What follows belongs to an exercise in optimizing a design on an open flow for small area, a short achievable clock period and few clock cycles per item; a production flow would make more cautious choices.
Only simulation tests tie the RTL to the original design; equivalence was not proved.
Power and IR drop assume default switching activity.

==> flow/design.v (excerpt) <==
module bp91_codec (
    input  wire        clk,
    input  wire        rst,
    input  wire        cmd_valid,
    output wire        cmd_ready,
    input  wire [1:0]  cmd_op,
    input  wire [11:0] cmd_len,
    input  wire        in_valid,
    output wire        in_ready,
    input  wire [7:0]  in_data,
    output wire        out_valid,
    input  wire        out_ready,
    output wire [7:0]  out_data,
    output reg         done,
    output reg  [7:0]  err_code,
    output reg  [11:0] err_info
);
Size: roughly 1000 flip-flops, roughly 59 I/O pins, ~46000 sq um of cells after synthesis.
Settings: LEC_CHECK=0, CAP_MARGIN=20, CORE_MARGIN=2, CORE_UTILIZATION=35, CTS_CLUSTER_DIAMETER=100, CTS_CLUSTER_SIZE=28, PLACE_DENSITY=0.55, SLEW_MARGIN=20; clock period 12.0 ns.
standard.sh (not shown) runs the stock make flow with config.mk's settings and CLKGATE_MAP_FILE= SYNTH_SCRIPT=/design/flow/synth_recipe.tcl, a recipe that flattens the netlist after the stock synthesis.
==> flow/flow/run.sh <==
#!/bin/bash
set -euo pipefail
export SETUP_SLACK_MARGIN=8.5
bash standard.sh > flow_standard.log 2>&1
The baseline passed the timing, DRC and antenna checks.
Testbench counts at the start, summed over its fixed seeds: cycles 39,367, items 35,196.
Rerun with:
Settings changed: CORE_UTILIZATION 35 to 42, CTS_CLUSTER_SIZE 28 to 24, PLACE_DENSITY 0.55 to 0.62.
What happened: The new run completed with no timing, DRC or antenna violations. Wire length barely changes. Design area goes down by 0.48%. Clock skew goes down by 0.011 ns. Power goes up by 0.83%. Synthesized cell count is unchanged. Non-clock buffer count goes up by 11. Via count goes up by 1.6%. Final cell count goes down by 4.3%.
Rerun with:
Settings changed: CORE_UTILIZATION 42 to 35, PLACE_DENSITY 0.62 to 0.55.
Result: Synthesized area is unchanged. Non-clock buffer count decreases by 25. Final cell count increases by 4.3%. Maximum frequency increases by 1.9%.
Rerun with:
==> flow/flow/run.sh (replaced) <==
#!/bin/bash
set -euo pipefail
export SETUP_SLACK_MARGIN=8.3
bash standard.sh > flow_standard.log 2>&1
What happened:
- synthesized cell count does not change
- clock-buffer cell count is higher by 4
- die area is unchanged
- clock skew went down by 0.015 ns
- sequential share of layout area goes up by 0.55 points
- routed wire length barely changes
- via count stays flat
- fmax is lower by a few percent
- worst setup slack gets worse by 0.14 ns
- combinational power fell by a few percent
- sequential power came out lower slightly

* * *

Another version of the RTL of bp91_codec (not shown whole).
For scale: about 1000 flip-flops, about 46000 um2 of cells after synthesis.
export LEC_CHECK = 0
export CAP_MARGIN = 20
export CORE_MARGIN = 2
export CORE_UTILIZATION = 25
export PLACE_DENSITY = 0.45
export SLEW_MARGIN = 20
create_clock -name core_clock -period 12.0 [get_ports {clk}]
==> flow/flow/run.sh <==
#!/bin/bash
set -euo pipefail
export SETUP_SLACK_MARGIN=7.5
bash standard.sh > flow_standard.log 2>&1
Testbench counts at the start, summed over its fixed seeds: cycles 39,789, items 35,196.
==> next run, changes <==
==> flow/run.sh (new file) <==
#!/bin/bash
# synth_recipe.tcl (not shown) runs the flow's synth.tcl, then flattens the netlist and writes it again
# the make line also repeats each setting of config.mk as NAME=value (left out here)
make -C /OpenROAD-flow-scripts/flow DESIGN_CONFIG=/design/flow/config.mk WORK_HOME=/design/flow/orfs CLKGATE_MAP_FILE= SYNTH_SCRIPT=/design/flow/synth_recipe.tcl finish
removed: flow/flow/run.sh
removed: flow/standard.sh
Effect: Total power falls by about 2.3%; wire length drops by 1.7%; global-route usage drops by 0.25 points; core utilization decreases by 0.36 points; clock power goes down by 5.5%; worst hold slack loses 17 ps; clock-buffer cell count decreases by 5; sequential cell count stays the same; sequential share of layout area grows by 0.49 points; non-clock buffer count shrinks by 35; via count drops by 1.2%.

* * *

Another version of the RTL of bp91_codec (not shown whole).
Size in the first run: roughly 1000 flip-flops, roughly 46000 µm² of cells after synthesis.
==> flow/config.mk <==
export PLATFORM = sky130hd
export DESIGN_NAME = bp91_codec
export DESIGN_NICKNAME = bp91_codec
export VERILOG_FILES = /design/flow/design.v
export SDC_FILE = /design/flow/constraint.sdc
export NUM_CORES = 4
export LEC_CHECK = 0
export CAP_MARGIN = 20
export CORE_MARGIN = 2
export CORE_UTILIZATION = 25
export CTS_CLUSTER_DIAMETER = 100
export CTS_CLUSTER_SIZE = 24
export PLACE_DENSITY = 0.45
export SLEW_MARGIN = 20
==> flow/constraint.sdc <==
create_clock -name core_clock -period 12.0 [get_ports {clk}]
set_input_delay 2.4000 -clock core_clock [delete_from_list [all_inputs] [get_ports {clk}]]
set_output_delay 2.4000 -clock core_clock [all_outputs]
set_load 0.01 [all_outputs]
==> flow/flow/run.sh <==
#!/bin/bash
set -euo pipefail
export SETUP_SLACK_MARGIN=8.5
bash standard.sh > flow_standard.log 2>&1
Testbench counts at the start, summed over its fixed seeds: cycles 39,367, items 35,196.
Next try:
Settings changed: CORE_UTILIZATION 25 to 35, PLACE_DENSITY 0.45 to 0.55.
=> Routed wire length decreases by 7.9%; total power barely changes; setup slack gets better by 9.5 ps; cell count goes down by 10%; count of clock-buffer cells in the layout shrinks by 3; via count hardly moves; clock skew hardly moves; final area decreases by 1.8%; core utilization climbs by 11 points; sequential share of layout area increases by 0.83 points.

* * *

Setup of JK:
bp91_codec with an RTL version that a note above also has.
For scale: about 4500 cells after synthesis, about 1000 flip-flops, ~59 I/O pins, roughly 0.046 mm^2 of cells after synthesis.
Settings: LEC_CHECK=0, CAP_MARGIN=20, CORE_MARGIN=2, CORE_UTILIZATION=25, PLACE_DENSITY=0.45, SLEW_MARGIN=20; clock period 12.0 ns.
Scripts as last shown in full above: flow/flow/run.sh
JK | status: complete | timing, DRC, antenna: pass
Testbench counts of JK, summed over its fixed seeds: cycles 39,789, items 35,196.
Changes in MS relative to JK:
- ABC_AREA newly set to 1
--- a/flow/flow/run.sh
+++ b/flow/flow/run.sh
@@ -3 +3 @@
-export SETUP_SLACK_MARGIN=8.5
+export SETUP_SLACK_MARGIN=7.5
Notes after the runs:
MS was carried through to the last stage, and its layout satisfied the timing, DRC and antenna checks. MS has worst hold slack after final layout below what JK had. Largest fanout of any net on the critical path, JK and MS: smaller value in MS. JK has a higher iteration count of the initial detailed-routing pass than MS. Total chip power ends up lower on MS. Sort JK and MS by leakage power figure, ascending, and JK comes first. Routed wire length on MS is down relative to JK. When MS is measured against JK, its clock network fraction of design power turns out 3.4 points higher.

==> port drivers added, routing unchanged <==
Ports are ideal in the flow. The routed layouts listed here were re-timed in OpenROAD.
Step 1 assumes that a clkbuf_16 drives the clock port and a buf_2 every other input.
Step 2 times the ports against the registers' clock, not the clock port: input delays grow and output delays shrink by t, the midpoint of the rising clock arrivals with the driver on.
Three values: no drivers, after step 1, after step 2; two values: the first two.
run	shift t [ns]	slack for setup (ns)	latest minus earliest clock arrival (ns)	worst slew at a driven data input, ns
the first run of note 1	0.755	8.371 / 8.296 / 7.698	0.051 / 0.052	0.05
the second run of note 1	0.758	8.306 / 8.273 / 7.596	0.041 / 0.041	0.05
the third run of note 1	0.756	8.373 / 8.300 / 7.657	0.072 / 0.071	0.05
the fourth run of note 1	0.759	8.234 / 8.234 / 7.631	0.057 / 0.058	0.06
the first run of note 2	0.823	7.497 / 7.497 / 7.170	0.059 / 0.059	0.10
the second run of note 2	0.820	6.670 / 6.670 / 6.670	0.052 / 0.052	0.10
the first run of note 3	0.746	8.342 / 8.325 / 7.687	0.035 / 0.035	0.08
the second run of note 3	0.739	8.351 / 8.277 / 7.665	0.039 / 0.038	0.07
JK	0.833	7.823 / 7.823 / 7.780	0.059 / 0.058	0.14
MS	0.829	7.650 / 7.566 / 7.107	0.073 / 0.073	0.04
After both steps every run listed still meets setup and hold. The setup slack of the third run of note 1, which loses most, moves by -0.073 ns with the drivers and by -0.716 ns with both steps.
